Source: an optimization exercise on an open RTL-to-GDS flow (aim: small area, a short achievable clock period and few clock cycles). Production flows keep margins and buffers that such runs may drop.
Function was checked by simulation only, so behaviour that the tests miss may differ from the original.
Power and IR drop assume default switching activity.

==> job 6934 <==
// bkc
module bkc #(
    parameter N_IN   = 64,
    parameter N_OUT  = 128,
    parameter N_BITS = 16
) (
    input  wire        clk,
    input  wire        rst,
    input  wire        bus_valid,
    input  wire        bus_write,
    input  wire [17:0] bus_addr,
    input  wire [31:0] bus_wdata,
    output reg         bus_ack,
    output reg         bus_err,
    output reg  [31:0] bus_rdata
);
clock: 8.0 ns
lec_check: 0
cap_margin: 20
core_margin: 2
core_utilization: 55
cts_cluster_diameter: 80
cts_cluster_size: 24
place_density: 0.75
setup_slack_margin: 2.5
slew_margin: 20
run.sh (not shown) runs the stock make flow with config.mk's settings and CLKGATE_MAP_FILE= SYNTH_SCRIPT=/design/flow/synth_recipe.tcl, a recipe that flattens the netlist after the stock synthesis.
==> job 6380 (differences from job 6934) <==
--- a/flow/design.v
+++ b/flow/design.v
@@ -17,12 +17,10 @@
     localparam M_NYB = 2'd0, M_DEN = 2'd1, M_PARSE = 2'd2, M_REND = 2'd3;
     genvar p;
     integer k;
     reg [31:0]  cmd;
     reg         pend;          
-    reg         busy;          
-    reg         hazard;
     reg         done, none, faulted;
     reg [1:0]   err;
     reg [2:0]   fcode;
     reg [7:0]   data;
     reg [15:0]  result;
@@ -49,15 +47,11 @@
     wire legal = bus_write ? ((is_reg && reg_writable) || is_bseq || is_ibuf)
                            : (is_reg || is_bseq || is_ibuf || is_obuf);
     wire wr_ok    = bus_valid && bus_write && legal;
     wire wr_reg   = wr_ok && is_reg;
     wire srst     = wr_reg && (reg_idx == 4'd7) && bus_wdata[0];
-    wire wr_ctrl  = wr_reg && (reg_idx == 4'd7);
-    wire wr_take  = wr_ok && !busy;              
-    wire wr_rtake = wr_take && is_reg;
-    wire wr_cmd   = wr_rtake && (reg_idx == 4'd0);
-    wire slow_w   = (bus_wdata[4:0] == 5'h12) && (bus_wdata[11:8] == 4'd1);
+    wire wr_cmd   = wr_reg && (reg_idx == 4'd0);
     wire [4:0] op    = cmd[4:0];
     wire [3:0] f1    = cmd[11:8];
     wire [3:0] f2    = cmd[15:12];
     wire [7:0] imm_a = cmd[23:16];
     wire [7:0] imm_b = cmd[31:24];
@@ -202,11 +196,11 @@
             pc8_f = {x5[1] & x6[1], x5[1] ^ x6[1], x6[0], x4[0]};
         end
     endfunction
     reg [31:0] a_tc;           
     reg [31:0] a_lc;           
-    reg        a_pbad, a_plen;
+    reg        a_pbad, a_plen, a_m1big;
     always @(posedge clk) begin
         for (k = 0; k < 8; k = k + 1) begin
             a_tc[4*k +: 4] <= pc8_f(tstart[8*k +: 8]);
             a_lc[4*k +: 4] <= pc8_f(longe_i[8*k +: 8] & inr[8*k +: 8]);
         end
@@ -233,13 +227,17 @@
             pre8_f = {p8, p7, p6, p5, 1'b0, s03, 1'b0, s02, 2'b0, s01, 3'b0, c[3:0]};
         end
     endfunction
     wire [55:0] tpre = pre8_f(a_tc);    
     wire [55:0] lpre = pre8_f(a_lc);
-    reg [6:0] r_L;
+    reg  [31:0] lcnow;
+    always @(*)
+        for (k = 0; k < 8; k = k + 1)
+            lcnow[4*k +: 4] = pc8_f(longe_i[8*k +: 8] & inr[8*k +: 8]);
+    wire [55:0] lnow = pre8_f(lcnow);
     always @(posedge clk)
-        r_L <= lpre[49 +: 7];
+        a_m1big <= ({ilen[6:0], 1'b0} + {1'b0, lnow[49 +: 7]}) > 8'd129;
     wire        m_one = (mindig == 4'd1);
     wire        rend  = op_rendb || op_rends;
     wire        long0 = |data[7:4];
     wire [4:0]  base  = (op_nyb) ? 5'd2 :
                         (op_den || op_parse) ? 5'd0 :
@@ -261,26 +259,25 @@
                          (w_op == 5'h0D || w_op == 5'h10) ? 5'd0 :
                          ((w_md == 4'd1) ? 5'd1 : {1'b0, w_md}) + {4'd0, bus_wdata[13]};
     wire [6:0]  w_n    = (w_op == 5'h11) ? 7'd1 : ilen[6:0];
     reg  [10:0] nb;
     always @(posedge clk) nb <= w_n * w_base;
-    wire [7:0]  nbx = (op_rends && (mindig == 4'd1)) ? ({1'b0, ilen[6:0]} << sep) : nb[7:0];
     wire [55:0] gb = {b7, b6, b5, b4, b3, b2, b1};   
     wire [63:8] gpn;
     generate
         for (p = 1; p < 8; p = p + 1) begin : g_gpn
             wire       full = n_hi_gt[p-1];          
-            wire [7:0] a = full ? {gb[8*(p-1) +: 5], 3'b000} : nbx;
+            wire [7:0] a = full ? {gb[8*(p-1) +: 5], 3'b000} : nb[7:0];
             wire [6:0] f = op_parse ? tpre[7*(p-1) +: 7] :
                            op_den   ? (full ? 7'd4 * p : {1'b0, n_el[6:1]}) :
                            (op_rends && m_one) ? lpre[7*(p-1) +: 7] :
                            (op_rendb && m_one) ? {6'd0, long0} : 7'd0;
             assign gpn[8*p +: 8] = a + {1'b0, f};
         end
     endgenerate
-    wire [6:0]  ltot   = op_rendb ? {6'd0, long0} : r_L;
-    wire [7:0]  rtotal = nbx + (m_one ? {1'b0, ltot} : 8'd0) - {7'd0, sep && (n_el != 7'd0)};
+    wire [6:0]  ltot   = op_rendb ? {6'd0, long0} : lpre[49 +: 7];
+    wire [7:0]  rtotal = nb[7:0] + (m_one ? {1'b0, ltot} : 8'd0) - {7'd0, sep && (n_el != 7'd0)};
     reg [6:0] rthr;
     always @(*) begin
         case ({sep, mindig})
             5'h02: rthr = 7'd64;  5'h03: rthr = 7'd42;  5'h04: rthr = 7'd32;
             5'h05: rthr = 7'd25;  5'h06: rthr = 7'd21;  5'h07: rthr = 7'd18;
@@ -293,11 +290,11 @@
             5'h1B: rthr = 7'd10;  5'h1C: rthr = 7'd9;   5'h1D: rthr = 7'd9;
             5'h1E: rthr = 7'd8;   5'h1F: rthr = 7'd8;
             default: rthr = 7'd127;
         endcase
     end
-    wire rends_big  = m_one ? (sep && ({ilen[6:0], 1'b0} + {1'b0, r_L} > 8'd129)) : (ilen[6:0] > rthr);
+    wire rends_big  = m_one ? (sep && a_m1big) : (ilen[6:0] > rthr);
     wire ilen_big = (ilen > 16'd64);
     reg  [2:0] fault_code;
     always @(*) begin
         fault_code = 3'd0;
         if (!legal_cmd)                                              fault_code = F_ILL;
@@ -313,12 +310,11 @@
     wire       done_n    = pend || done;
     wire       none_n    = pend ? (perf && op_den && ilen[0]) : none;
     wire [1:0] err_n     = pend ? ((perf && op_parse && a_pbad) ? (a_plen ? 2'd2 : 2'd1) : 2'd0) : err;
     wire       faulted_n = faulted || pfault;
     wire [2:0] fcode_n   = pfault ? fault_code : fcode;
-    wire [31:0] status_n = busy ? {18'd0, hazard, faulted, 1'b0, fcode, 7'd0, 1'b1}
-                                : {18'd0, hazard, faulted_n, 1'b0, fcode_n, none_n, 1'b0, err_n, 2'b00, done_n, 1'b0};
+    wire [31:0] status_n = {19'd0, faulted_n, 1'b0, fcode_n, none_n, 1'b0, err_n, 2'b00, done_n, 1'b0};
     wire obuf_wr = perf && (op_nyb || op_den || op_parse || op_rendb || op_rends);
     always @(posedge clk) begin
         if (obuf_wr) begin
             snap  <= src;
             sflag <= flg;
@@ -328,24 +324,22 @@
             mlc   <= lc;
             mm    <= mindig;
             mbase <= base;
         end
         for (k = 0; k < 64; k = k + 1)
-            if (wr_take && is_ibuf && bus_addr[7:2] == k) ibuf[8*k +: 8] <= bus_wdata[7:0];
+            if (wr_ok && is_ibuf && bus_addr[7:2] == k) ibuf[8*k +: 8] <= bus_wdata[7:0];
     end
     always @(posedge clk) begin
         if (perf && (op == 5'h06))
             bseq[7:0] <= data;
         for (k = 0; k < 16; k = k + 1)
-            if (wr_take && is_bseq && bus_addr[5:2] == k) bseq[k] <= bus_wdata[0];
+            if (wr_ok && is_bseq && bus_addr[5:2] == k) bseq[k] <= bus_wdata[0];
     end
     always @(posedge clk) begin
         if (rst || srst) begin
             cmd     <= 32'd0;
             pend    <= 1'b0;
-            busy    <= 1'b0;
-            hazard  <= 1'b0;
             done    <= 1'b0;
             none    <= 1'b0;
             faulted <= 1'b0;
             err     <= 2'd0;
             fcode   <= 3'd0;
@@ -378,21 +372,19 @@
                     5'h10: olen <= a_pbad ? 8'd0 : {1'b0, tpre[49 +: 7]};
                     5'h11, 5'h12: olen <= rtotal;
                     default: ;
                 endcase
             end
-            if (wr_rtake) begin
+            if (wr_reg) begin
                 case (reg_idx)
                     4'd2: data <= bus_wdata[7:0];
                     4'd4: ilen <= bus_wdata[15:0];
                     4'd6: blen <= bus_wdata[7:0];
                     default: ;
                 endcase
             end
-            if (wr_ok && busy && !wr_ctrl) hazard <= 1'b1;
-            pend <= busy || (wr_cmd && !faulted_n && !slow_w);
-            busy <= wr_cmd && !faulted_n && slow_w;
+            pend <= wr_cmd && !faulted_n;
             if (wr_cmd && !faulted_n) cmd <= bus_wdata;
         end
     end
     wire [6:0] j = bus_addr[8:2];
     function ge8_f(input [7:0] a, input [7:0] b);
CORE_UTILIZATION = 40   (was 55)
CTS_CLUSTER_DIAMETER = default   (was 80)
CTS_CLUSTER_SIZE = default   (was 24)
PLACE_DENSITY = 0.6   (was 0.75)
SETUP_SLACK_MARGIN = 2   (was 2.5)
==> flow_summary.toml <==
[global_routing]
grt_util_met1_pct = 57.1

[power_and_ir_drop]
ir_worst_vdd_mv = 0.214
swShare_pct = 24.0

[outcome]
status = "timing/DRC/antenna clean"

[finish]
multi_input_area_um2 = 45300
-- figures above: job 6380

==> flow_summary.toml <==
[setup_path]
crit_top_cell = "ha_4"
rr_worst_depth = 16

[outcome]
status = "timing/DRC/antenna clean"

[power_and_ir_drop]
ir_worst_vdd_mv = 0.246
swShare_pct = 26.7

[logic_synthesis]
synthMuxAreaShare_pct = 5.62

[global_routing]
grt_util_met1_pct = 65.3
-- figures above: job 6934

Testbench counts of job 6934, summed over its fixed seeds: cycles 6,408.
Testbench counts of job 6380, summed over its fixed seeds: cycles 6,400.

========
==> maple <==
bkc, a different RTL version from the one above (not shown whole).
// bkc
module bkc #(
    parameter N_IN   = 64,
    parameter N_OUT  = 128,
    parameter N_BITS = 16
) (
    input  wire        clk,
    input  wire        rst,
    input  wire        bus_valid,
    input  wire        bus_write,
    input  wire [17:0] bus_addr,
    input  wire [31:0] bus_wdata,
    output reg         bus_ack,
    output reg         bus_err,
    output reg  [31:0] bus_rdata
);
    localparam F_POS = 3'd1, F_RANGE = 3'd2, F_CAP = 3'd3, F_ILL = 3'd4;
    localparam M_NYB = 2'd0, M_DEN = 2'd1, M_PARSE = 2'd2, M_REND = 2'd3;
    genvar p;
    integer k;
    reg [31:0]  cmd;
    reg         pend;          
    reg         done, none, faulted;
    reg [1:0]   err;
    reg [2:0]   fcode;
    reg [7:0]   data;
    reg [15:0]  result;
    reg [15:0]  ilen;
    reg [7:0]   olen;
    reg [7:0]   blen;
    reg [511:0] ibuf;          
    reg [15:0]  bseq;
    reg [511:0] snap;          
    reg [63:0]  sflag;         
    reg [63:8]  gp;            
    reg [1:0]   mmode;
    reg         mord, mlc;
    reg [3:0]   mm;            
    reg [4:0]   mbase;
    wire        aligned  = (bus_addr[1:0] == 2'b00);
    wire        is_reg   = aligned && (bus_addr[17:6] == 12'd0) && (bus_addr[5:2] <= 4'd10);
    wire [3:0]  reg_idx  = bus_addr[5:2];
  ...
Settings: LEC_CHECK=0, CAP_MARGIN=20, CORE_MARGIN=2, CORE_UTILIZATION=40, PLACE_DENSITY=0.6, SETUP_SLACK_MARGIN=3, SLEW_MARGIN=20; clock period 8.0 ns.
==> harbor (differences from maple) <==
--- a/flow/design.v
+++ b/flow/design.v
@@ -196,11 +196,11 @@
             pc8_f = {x5[1] & x6[1], x5[1] ^ x6[1], x6[0], x4[0]};
         end
     endfunction
     reg [31:0] a_tc;           
     reg [31:0] a_lc;           
-    reg        a_pbad, a_plen, a_m1big;
+    reg        a_pbad, a_plen;
     always @(posedge clk) begin
         for (k = 0; k < 8; k = k + 1) begin
             a_tc[4*k +: 4] <= pc8_f(tstart[8*k +: 8]);
             a_lc[4*k +: 4] <= pc8_f(longe_i[8*k +: 8] & inr[8*k +: 8]);
         end
@@ -227,17 +227,10 @@
             pre8_f = {p8, p7, p6, p5, 1'b0, s03, 1'b0, s02, 2'b0, s01, 3'b0, c[3:0]};
         end
     endfunction
     wire [55:0] tpre = pre8_f(a_tc);    
     wire [55:0] lpre = pre8_f(a_lc);
-    reg  [31:0] lcnow;
-    always @(*)
-        for (k = 0; k < 8; k = k + 1)
-            lcnow[4*k +: 4] = pc8_f(longe_i[8*k +: 8] & inr[8*k +: 8]);
-    wire [55:0] lnow = pre8_f(lcnow);
-    always @(posedge clk)
-        a_m1big <= ({ilen[6:0], 1'b0} + {1'b0, lnow[49 +: 7]}) > 8'd129;
     wire        m_one = (mindig == 4'd1);
     wire        rend  = op_rendb || op_rends;
     wire        long0 = |data[7:4];
     wire [4:0]  base  = (op_nyb) ? 5'd2 :
                         (op_den || op_parse) ? 5'd0 :
@@ -251,18 +244,11 @@
     wire [7:0]  b3 = b1 + b2;
     wire [7:0]  b4 = {1'd0, base, 2'b0};
     wire [7:0]  b5 = b1 + b4;
     wire [7:0]  b6 = {b3[6:0], 1'b0};
     wire [7:0]  b7 = {base, 3'b0} - b1;
-    wire [4:0]  w_op   = bus_wdata[4:0];
-    wire [3:0]  w_md   = (bus_wdata[11:8] == 4'd0) ? 4'd2 : bus_wdata[11:8];
-    wire [4:0]  w_base = (w_op == 5'h0C) ? 5'd2 :
-                         (w_op == 5'h0D || w_op == 5'h10) ? 5'd0 :
-                         ((w_md == 4'd1) ? 5'd1 : {1'b0, w_md}) + {4'd0, bus_wdata[13]};
-    wire [6:0]  w_n    = (w_op == 5'h11) ? 7'd1 : ilen[6:0];
-    reg  [10:0] nb;
-    always @(posedge clk) nb <= w_n * w_base;
+    wire [10:0] nb = n_el * base;                    
     wire [55:0] gb = {b7, b6, b5, b4, b3, b2, b1};   
     wire [63:8] gpn;
     generate
         for (p = 1; p < 8; p = p + 1) begin : g_gpn
             wire       full = n_hi_gt[p-1];          
@@ -290,11 +276,12 @@
             5'h1B: rthr = 7'd10;  5'h1C: rthr = 7'd9;   5'h1D: rthr = 7'd9;
             5'h1E: rthr = 7'd8;   5'h1F: rthr = 7'd8;
             default: rthr = 7'd127;
         endcase
     end
-    wire rends_big  = m_one ? (sep && a_m1big) : (ilen[6:0] > rthr);
+    wire [7:0] rl1  = {ilen[6:0], 1'b0} + {1'b0, lpre[49 +: 7]};
+    wire rends_big  = m_one ? (sep && (rl1 > 8'd129)) : (ilen[6:0] > rthr);
     wire ilen_big = (ilen > 16'd64);
     reg  [2:0] fault_code;
     always @(*) begin
         fault_code = 3'd0;
         if (!legal_cmd)                                              fault_code = F_ILL;
@@ -385,38 +372,19 @@
             pend <= wr_cmd && !faulted_n;
             if (wr_cmd && !faulted_n) cmd <= bus_wdata;
         end
     end
     wire [6:0] j = bus_addr[8:2];
-    function ge8_f(input [7:0] a, input [7:0] b);
-        reg [7:0] g, e;
-        reg [3:0] g2, e2;
-        reg [1:0] g4, e4;
-        integer t;
-        begin
-            g = a & ~b;
-            e = ~(a ^ b);
-            for (t = 0; t < 4; t = t + 1) begin
-                g2[t] = g[2*t+1] | (e[2*t+1] & g[2*t]);
-                e2[t] = e[2*t+1] & e[2*t];
-            end
-            for (t = 0; t < 2; t = t + 1) begin
-                g4[t] = g2[2*t+1] | (e2[2*t+1] & g2[2*t]);
-                e4[t] = e2[2*t+1] & e2[2*t];
-            end
-            ge8_f = g4[1] | (e4[1] & g4[0]) | (e4[1] & e4[0]);
-        end
-    endfunction
     wire [71:0] dg;            
     wire [8:0]  geg;           
     assign dg[8:0] = {2'b00, j};
     assign geg[0] = 1'b1;
     assign geg[8] = 1'b0;
     generate
         for (p = 1; p < 8; p = p + 1) begin : g_dg
             assign dg[9*p +: 9] = {2'b00, j} - {1'b0, gp[8*p +: 8]};
-            assign geg[p] = ge8_f({1'b0, j}, gp[8*p +: 8]);
+            assign geg[p] = !dg[9*p + 8];
         end
     endgenerate
     wire [7:0] ohg = geg[7:0] & ~geg[8:1];
     reg  [7:0]  rr;            
     reg  [7:0]  lf;            
@@ -466,44 +434,35 @@
             assign ui[9*p +: 9] = {1'b0, rr} - {1'b0, q};
             assign gei[p] = !ui[9*p + 8];
         end
     endgenerate
     wire [7:0] ohi = gei[7:0] & ~gei[8:1];
-    reg [71:0] r_win;
-    reg [7:0]  r_ohi, r_lf;
-    reg [31:0] r_ui;
-    reg        r_obuf;
-    always @(posedge clk) begin
-        r_win  <= win;
-        r_ohi  <= ohi;
-        r_lf   <= lf;
-        for (k = 0; k < 8; k = k + 1) r_ui[4*k +: 4] <= ui[9*k +: 4];
-        r_obuf <= is_obuf;
-    end
     function [3:0] hexval_f(input [7:0] c);
         hexval_f = c[6] ? {1'b1, c[2:0] + 3'd1} : c[3:0];
     endfunction
     function [7:0] hexchr_f(input [3:0] v, input l);
         hexchr_f = (v[3] && (v[2] || v[1])) ? {2'b01, l, 2'b00, v[2:0] - 3'd1}
                                             : {4'h3, v};
     endfunction
     reg  [3:0] dd;
     reg  [7:0] ea, eb;
-    reg        elf;
+    reg        k_sp, k_zero, k_hi;
     always @(*) begin
-        dd = 4'd0; ea = 8'd0; eb = 8'd0; elf = 1'b0;
-        for (k = 0; k < 8; k = k + 1) begin
-            dd  = dd  | ({4{r_ohi[k]}} & r_ui[4*k +: 4]);
-            ea  = ea  | ({8{r_ohi[k]}} & r_win[8*k +: 8]);
-            eb  = eb  | ({8{r_ohi[k]}} & r_win[8*k + 8 +: 8]);
-            elf = elf | (r_ohi[k] & r_lf[k]);
+        dd = 4'd0; ea = 8'd0; eb = 8'd0;
+        k_sp = 1'b0; k_zero = 1'b0; k_hi = 1'b0;
+        for (k = 0; k < 8; k = k + 1) begin : cand
+            reg [3:0] d, rl;
+            d  = ui[9*k +: 4];
+            rl = (mm == 4'd1) ? (lf[k] ? 4'd2 : 4'd1) : mm;
+            dd     = dd     | ({4{ohi[k]}} & d);
+            ea     = ea     | ({8{ohi[k]}} & win[8*k +: 8]);
+            eb     = eb     | ({8{ohi[k]}} & win[8*k + 8 +: 8]);
+            k_sp   = k_sp   | (ohi[k] && (d == rl));
+            k_zero = k_zero | (ohi[k] && ({1'b0, d} + 5'd2 < {1'b0, rl}));
+            k_hi   = k_hi   | (ohi[k] && ({1'b0, d} + 5'd2 == {1'b0, rl}));
         end
     end
-    wire [3:0] rl     = (mm == 4'd1) ? (elf ? 4'd2 : 4'd1) : mm;    
-    wire       k_sp   = (dd == rl);
-    wire       k_zero = ({1'b0, dd} + 5'd2 < {1'b0, rl});
-    wire       k_hi   = ({1'b0, dd} + 5'd2 == {1'b0, rl});
     wire [3:0] rnyb = k_hi ? ea[7:4] : ea[3:0];
     wire [7:0] rch  = k_sp ? 8'h20 : k_zero ? 8'h30 : hexchr_f(rnyb, mlc);
     reg [7:0] ob;
     always @(*) begin
         case (mmode)
@@ -532,22 +491,20 @@
             endcase
         end else if (is_bseq) begin
             rd_val = {31'd0, bseq[bus_addr[5:2]]};
         end else if (is_ibuf) begin
             rd_val = {24'd0, ibuf[8*bus_addr[7:2] +: 8]};
+        end else if (is_obuf) begin
+            rd_val = {24'd0, ob};
         end
     end
-    reg [31:0] r_rd;
     always @(posedge clk) begin
         if (rst) begin
             bus_ack <= 1'b0;
             bus_err <= 1'b0;
         end else begin
             bus_ack <= bus_valid;
             bus_err <= bus_valid && !legal;
         end
-        r_rd <= rd_val;
-    end
-    always @(*) begin
-        bus_rdata = r_obuf ? {24'd0, ob} : r_rd;
+        bus_rdata <= rd_val;
     end
 endmodule
--- a/flow/config.mk
+++ b/flow/config.mk
@@ -7,7 +7,7 @@
 export LEC_CHECK = 0
 export CAP_MARGIN = 20
 export CORE_MARGIN = 2
 export CORE_UTILIZATION = 40
 export PLACE_DENSITY = 0.6
-export SETUP_SLACK_MARGIN = 3
+export SETUP_SLACK_MARGIN = 1.5
 export SLEW_MARGIN = 20
==> qor summary <==
quantity                                                   harbor       maple
Cell Count, Final, Fillers Out                             11,610      11,410
Rows                                                          169         171
Logic depth of the worst setup path including buffers          34          24
WHS Endpoint                                                 done   r_win[27]
Hold wc startpoint                                           done    snap[91]
Metal-1 WL                                             190,300 um  176,000 um
Logic gate share of total power                             14.3%        5.7%
First-pass GRT wire length                             647,300 um  619,400 um
Plain + repair buffers                                      1,079         734
Clk network pwr share                                       42.4%       46.1%
First-pass detailed-route iteration total                      10          12
Fraction of area in clock buffers and inverters            5.042%      5.317%
Pin count of the biggest net entering global routing           73         110
Comb pwr                                                  2530 uW      988 uW
Detail Route met3 WL                                    64,920 um   54,580 um
Width of the die                                         464.6 um    472.1 um
Critical R2R Launch                                     sflag[25]     a_lc[4]
Height of the die                                        464.6 um    472.1 um
Result of the run                        timing/DRC/antenna clean  timing/DRC/antenna clean
Number of clock-tree buffers in the layout                    184         220
Highest achievable clock rate                           133.1 MHz   156.7 MHz
Sum of buffers and inverters on the critical path              12           5
Least setup slack across all paths after layout         0.4884 ns    1.618 ns
Register bit count reported by yosys                        1,366       1,493
Switching part of the total power                          27.28%      23.78%
Testbench counts of maple, summed over its fixed seeds: cycles 6,400.
Testbench counts of harbor, summed over its fixed seeds: cycles 6,400.

what the ideal ports hide:
The results above use ideal ports. As a check the final layouts listed here were re-extracted and re-timed, cells and wires unchanged.
Step 1 sets driving cells, clkbuf_16 on the clock port and buf_2 on the other inputs (assumed; they add their load-dependent delay and slew).
Step 2 times the ports against the registers' clock, not the clock port: input delays grow and output delays shrink by t, the midpoint of the rising clock arrivals with the driver on.
Three values: no drivers, after step 1, after step 2; two values: the first two.
| run | t (ns) | slack for setup (ns) | worst hold slack (ns) |
|---|---|---|---|
| job 6934 | 0.840 | 2.238 / 2.276 / 1.436 | 0.460 / 0.460 / 0.460 |
| job 6380 | 0.940 | 1.762 / 1.762 / 1.174 | 0.454 / 0.454 / 0.454 |
| maple | 0.934 | 1.618 / 1.618 / 1.416 | 0.471 / 0.471 / 0.471 |
| harbor | 0.954 | 0.488 / 0.515 / -0.423 | 0.465 / 0.465 / 0.465 |
With both steps, setup timing fails in harbor, where it was met with ideal ports. For harbor, which loses most, drivers alone change the setup slack by +0.027 ns; drivers and shift together by -0.911 ns.
